This is an optimization exercise on Yosys and OpenROAD, whose aim is small area, a short achievable clock period and few clock cycles per item, not a production implementation.
RTL that was checked went through simulation tests only; none was proved equivalent to the original.
No activity file was given, so power comes from the tool's default toggle rates.

==> flow/design.v <==
module simpledes_core (
    input  wire        clk,
    input  wire        rst,         
    input  wire [23:0] cmd,
    input  wire        cmd_valid,
    output wire        cmd_ready,
    output wire [11:0] dout,
    output wire [7:0]  status
);
    localparam [2:0] E_NONE    = 3'd0;
    localparam [2:0] E_ILLEGAL = 3'd1;
    localparam [2:0] E_RANGE   = 3'd2;
    localparam [2:0] E_NOKEY   = 3'd3;
    localparam [2:0] E_LOCKED  = 3'd4;
    function [7:0] expand;
        input [5:0] x;
        expand = {x[5], x[4], x[2], x[3], x[2], x[3], x[1], x[0]};
    endfunction
    function [2:0] sbox1;
        input [3:0] a;
        reg   [3:0] q0, q1, q2;
        begin
            q0 = {a[0] | a[1], ~(a[0] | a[1]), ~a[0], ~a[0]};
            q1 = {a[0], a[1], ~a[0], a[0]};
            q2 = {a[0] ^ a[1], a[0] ^ a[1], a[0] ^ a[1], ~(a[0] ^ a[1])};
            sbox1 = {q2[a[3:2]], q1[a[3:2]], q0[a[3:2]]};
        end
    endfunction
    function [2:0] sbox2;
        input [3:0] a;
        reg   [3:0] q0, q1, q2;
        begin
            q0 = {a[1] & ~a[0], a[0] | ~a[1], ~(a[0] & a[1]), a[0] & a[1]};
            q1 = {~a[1], a[0], a[1] | ~a[0], a[1] & ~a[0]};
            q2 = {~(a[0] ^ a[1]), ~(a[0] ^ a[1]), ~(a[0] | a[1]), a[1] | ~a[0]};
            sbox2 = {q2[a[3:2]], q1[a[3:2]], q0[a[3:2]]};
        end
    endfunction
    function [5:0] round_f;
        input [5:0] r;
        input [7:0] rk;
        reg   [7:0] x;
        begin
            x       = expand(r) ^ rk;
            round_f = {sbox1(x[7:4]), sbox2(x[3:0])};
        end
    endfunction
    function [5:0] sboxes;
        input [7:0] x;
        sboxes = {sbox1(x[7:4]), sbox2(x[3:0])};
    endfunction
    function [5:0] unexpand;
        input [7:0] x;
        input [7:0] k;
        unexpand = {x[7] ^ k[7], x[6] ^ k[6], x[4] ^ k[4], x[5] ^ k[5], x[1] ^ k[1], x[0] ^ k[0]};
    endfunction
    reg  [8:0]  key;
    reg         kv;
    reg         dv;
    reg  [2:0]  err;
    reg  [5:0]  hl, hr;
    reg  [8:0]  rot;
    reg  [4:0]  cur;
    reg         busy;
    wire        down = !cur[4];          
    wire [3:0]  op   = cmd[23:20];
    wire [3:0]  sr   = cmd[19:16];
    wire [3:0]  er   = cmd[15:12];
    wire [11:0] data = cmd[11:0];
    wire fields_zero = (sr == 4'd0) && (er == 4'd0);
    wire is_ldkey = (op == 4'h1) && fields_zero;
    wire is_enc   = (op == 4'h2) && fields_zero;
    wire is_dec   = (op == 4'h3) && fields_zero;
    wire is_proc  = (op == 4'h4);
    wire illegal  = !(is_ldkey || is_enc || is_dec || is_proc);
    reg [2:0] fault;
    always @(*) begin
        if (illegal)
            fault = E_ILLEGAL;
        else if (is_ldkey)
            fault = (data[11:9] != 3'd0) ? E_RANGE : (kv ? E_LOCKED : E_NONE);
        else if (is_proc && (sr == 4'd0 || er == 4'd0))
            fault = E_RANGE;
        else if (!kv)
            fault = E_NOKEY;
        else
            fault = E_NONE;
    end
    wire issue = cmd_valid && !busy;
    wire [7:0] k1    = key[8:1];
    wire [7:0] k2    = key[7:0];
    wire [7:0] in_kf = op[0] ? k2 : k1;
    wire [5:0] in_r  = data[11:6] ^ sboxes(expand(data[5:0]) ^ in_kf);
    wire [8:0] rot_n = down ? {rot[0], rot[8:1]} : {rot[7:0], rot[8]};
    wire [5:0] st_r  = hl ^ sboxes(expand(hr) ^ rot[8:1]);       
    wire [3:0] idx = {sr[3], sr[2], sr[1] | (op[1] & ~op[0]), sr[0] | (op[1] & op[0])};
    wire [8:0] b0  = {key[0], key[8:1]};
    wire [8:0] b1  = idx[0] ? {b0[7:0], b0[8]}   : b0;
    wire [8:0] b2  = idx[1] ? {b1[6:0], b1[8:7]} : b1;
    wire [8:0] b3  = idx[2] ? {b2[4:0], b2[8:5]} : b2;
    wire [8:0] b4  = idx[3] ? {b3[0], b3[8:1]}   : b3;
    wire go_c = issue && (err == E_NONE) && (fault == E_NONE) && !is_ldkey;
    always @(posedge clk) begin
        if (rst) begin
            busy <= 1'b0;
            kv   <= 1'b0;
            dv   <= 1'b0;
            err  <= E_NONE;
        end else if (busy) begin
            if (cur == 5'd1 || cur == 5'h1f) busy <= 1'b0;
        end else if (issue && err == E_NONE) begin
            if (fault != E_NONE) begin
                err <= fault;
            end else if (is_ldkey) begin
                key <= data[8:0];
                kv  <= 1'b1;
            end else begin
                dv <= 1'b1;
                if (!op[1]) busy <= (sr != er);       
            end
        end
    end
    wire       ld   = !busy && go_c;
    wire       hold = !busy && !go_c;
    wire [5:0] ld_l = op[1] ? data[5:0] : data[11:6];
    wire [5:0] ld_r = op[1] ? in_r : data[5:0];
    always @(posedge clk) begin
        hl  <= ({6{busy}} & hr)    | ({6{ld}} & ld_l) | ({6{hold}} & hl);
        hr  <= ({6{busy}} & st_r)  | ({6{ld}} & ld_r) | ({6{hold}} & hr);
        rot <= ({9{busy}} & rot_n) | ({9{ld}} & b4)   | ({9{hold}} & rot);
    end
    always @(posedge clk)
        cur <= (busy ? cur : {1'b0, sr}) + (busy ? {{4{down}}, 1'b1} : ~{1'b0, er} + 5'd1);
    assign cmd_ready = !busy;
    assign dout      = {st_r, hr};
    assign status    = {3'b000, err, dv, kv};
endmodule
clock: 4.5 ns
lec_check: 0
cap_margin: 20
core_margin: 2
core_utilization: 40
setup_slack_margin: 1.5
slew_margin: 20
standard.sh (not shown) runs the stock make flow with config.mk's settings and CLKGATE_MAP_FILE= SYNTH_SCRIPT=/design/flow/synth_recipe.tcl, a recipe that flattens the netlist after the stock synthesis.
==> flow/flow/run.sh <==
#!/bin/bash
# Standard layout, with the port buffers made of a regular buffer cell instead of the
# delay cell buffer_ports picks by default.
set -euo pipefail
bash standard.sh "BUFFER_PORTS_ARGS=-buffer_cell sky130_fd_sc_hd__buf_1" finish > run_standard.log 2>&1
Change:
--- a/flow/design.v
+++ b/flow/design.v
@@ -84,18 +84,22 @@
         else if (!kv)
             fault = E_NOKEY;
         else
             fault = E_NONE;
     end
     wire issue = cmd_valid && !busy;
-    wire [7:0] k1    = key[8:1];
-    wire [7:0] k2    = key[7:0];
-    wire [7:0] in_kf = op[0] ? k2 : k1;
-    wire [5:0] in_r  = data[11:6] ^ sboxes(expand(data[5:0]) ^ in_kf);
-    wire [8:0] rot_n = down ? {rot[0], rot[8:1]} : {rot[7:0], rot[8]};
-    wire [5:0] st_r  = hl ^ sboxes(expand(hr) ^ rot[8:1]);       
+    wire [8:0] rot_n  = down ? {rot[0], rot[8:1]} : {rot[7:0], rot[8]};
+    wire [8:0] rot_nn = down ? {rot[1:0], rot[8:2]} : {rot[6:0], rot[8:7]};
+    wire [5:0] st_r   = hl ^ sboxes(expand(hr) ^ rot[8:1]);      
+    wire [7:0] in_k  = busy ? rot_n[8:1] : op[0] ? key[7:0] : key[8:1];
+    wire [5:0] in_rr = busy ? st_r : data[5:0];
+    wire [5:0] in_ll = busy ? hr : data[11:6];
+    wire [5:0] in_r  = in_ll ^ sboxes(expand(in_rr) ^ in_k);
+    wire       one   = (cur == 5'd1) || (cur == 5'h1f);          
+    wire       two   = busy && !one;
+    wire       sgl   = busy && one;
     wire [3:0] idx = {sr[3], sr[2], sr[1] | (op[1] & ~op[0]), sr[0] | (op[1] & op[0])};
     wire [8:0] b0  = {key[0], key[8:1]};
     wire [8:0] b1  = idx[0] ? {b0[7:0], b0[8]}   : b0;
     wire [8:0] b2  = idx[1] ? {b1[6:0], b1[8:7]} : b1;
     wire [8:0] b3  = idx[2] ? {b2[4:0], b2[8:5]} : b2;
     wire [8:0] b4  = idx[3] ? {b3[0], b3[8:1]}   : b3;
@@ -104,13 +108,13 @@
         if (rst) begin
             busy <= 1'b0;
             kv   <= 1'b0;
             dv   <= 1'b0;
             err  <= E_NONE;
         end else if (busy) begin
-            if (cur == 5'd1 || cur == 5'h1f) busy <= 1'b0;
+            if (one || cur == 5'd2 || cur == 5'h1e) busy <= 1'b0;
         end else if (issue && err == E_NONE) begin
             if (fault != E_NONE) begin
                 err <= fault;
             end else if (is_ldkey) begin
                 key <= data[8:0];
                 kv  <= 1'b1;
@@ -122,16 +126,16 @@
     end
     wire       ld   = !busy && go_c;
     wire       hold = !busy && !go_c;
     wire [5:0] ld_l = op[1] ? data[5:0] : data[11:6];
     wire [5:0] ld_r = op[1] ? in_r : data[5:0];
     always @(posedge clk) begin
-        hl  <= ({6{busy}} & hr)    | ({6{ld}} & ld_l) | ({6{hold}} & hl);
-        hr  <= ({6{busy}} & st_r)  | ({6{ld}} & ld_r) | ({6{hold}} & hr);
-        rot <= ({9{busy}} & rot_n) | ({9{ld}} & b4)   | ({9{hold}} & rot);
+        hl  <= ({6{two}} & st_r)   | ({6{sgl}} & hr)    | ({6{ld}} & ld_l) | ({6{hold}} & hl);
+        hr  <= ({6{two}} & in_r)   | ({6{sgl}} & st_r)  | ({6{ld}} & ld_r) | ({6{hold}} & hr);
+        rot <= ({9{two}} & rot_nn) | ({9{sgl}} & rot_n) | ({9{ld}} & b4)   | ({9{hold}} & rot);
     end
     always @(posedge clk)
-        cur <= (busy ? cur : {1'b0, sr}) + (busy ? {{4{down}}, 1'b1} : ~{1'b0, er} + 5'd1);
+        cur <= (busy ? cur : {1'b0, sr}) + (busy ? {{3{down}}, 2'b10} : ~{1'b0, er} + 5'd1);
     assign cmd_ready = !busy;
     assign dout      = {st_r, hr};
     assign status    = {3'b000, err, dv, kv};
 endmodule
Outcome: Worst hold slack improved by 0.021 ns; wire length grows by 38%; sequential share of layout area shrinks by 5.5 points; register-to-register slack got worse by 0.55 ns; cell area grows by 29%; sequential power grows by 20%; cell count grows by 21%; maximum frequency shrinks by 0.43%; core utilization grows by 3.0 points; die area grows by 20%; critical path depth shrinks by 1; count of clock-buffer cells in the layout is unchanged; area after synthesis grows by 21%; non-clock buffer count grows by 14.
Testbench counts after the change, summed over its fixed seeds: cycles 2,417, items 1,600.
For the first run of this note, only the layout was checked, not whether the RTL still works.

## afterwards: timing with drivers on the ports
In the flow no input, the clock included, has a driving cell. The finished layouts below were timed again as built, in two steps.
Step 1 sets driving cells, clkbuf_16 on the clock port and buf_2 on the other inputs (assumed; they add their load-dependent delay and slew).
Step 2 moves the port delays by t, midway between the first and last clock arrival at a register: inputs arrive t later, outputs are due t later. That takes back most of the time a late clock gives input paths.
Three values: ideal ports, drivers, drivers and shift; two values: the first two.
| run | t, ns | setup WS [ns] | worst setup path at the end | worst register clock-pin slew, ns |
|---|---|---|---|---|
| the first run | 0.330 | 1.561 / 1.527 / 1.405 | input to register | 0.09 / 0.09 |
| the second run | 0.335 | 1.548 / 1.517 / 1.240 | input to register | 0.09 / 0.09 |
After both steps setup and hold are still met in every run listed. For the second run, which loses most, drivers alone change the setup slack by -0.031 ns; drivers and shift together by -0.308 ns.
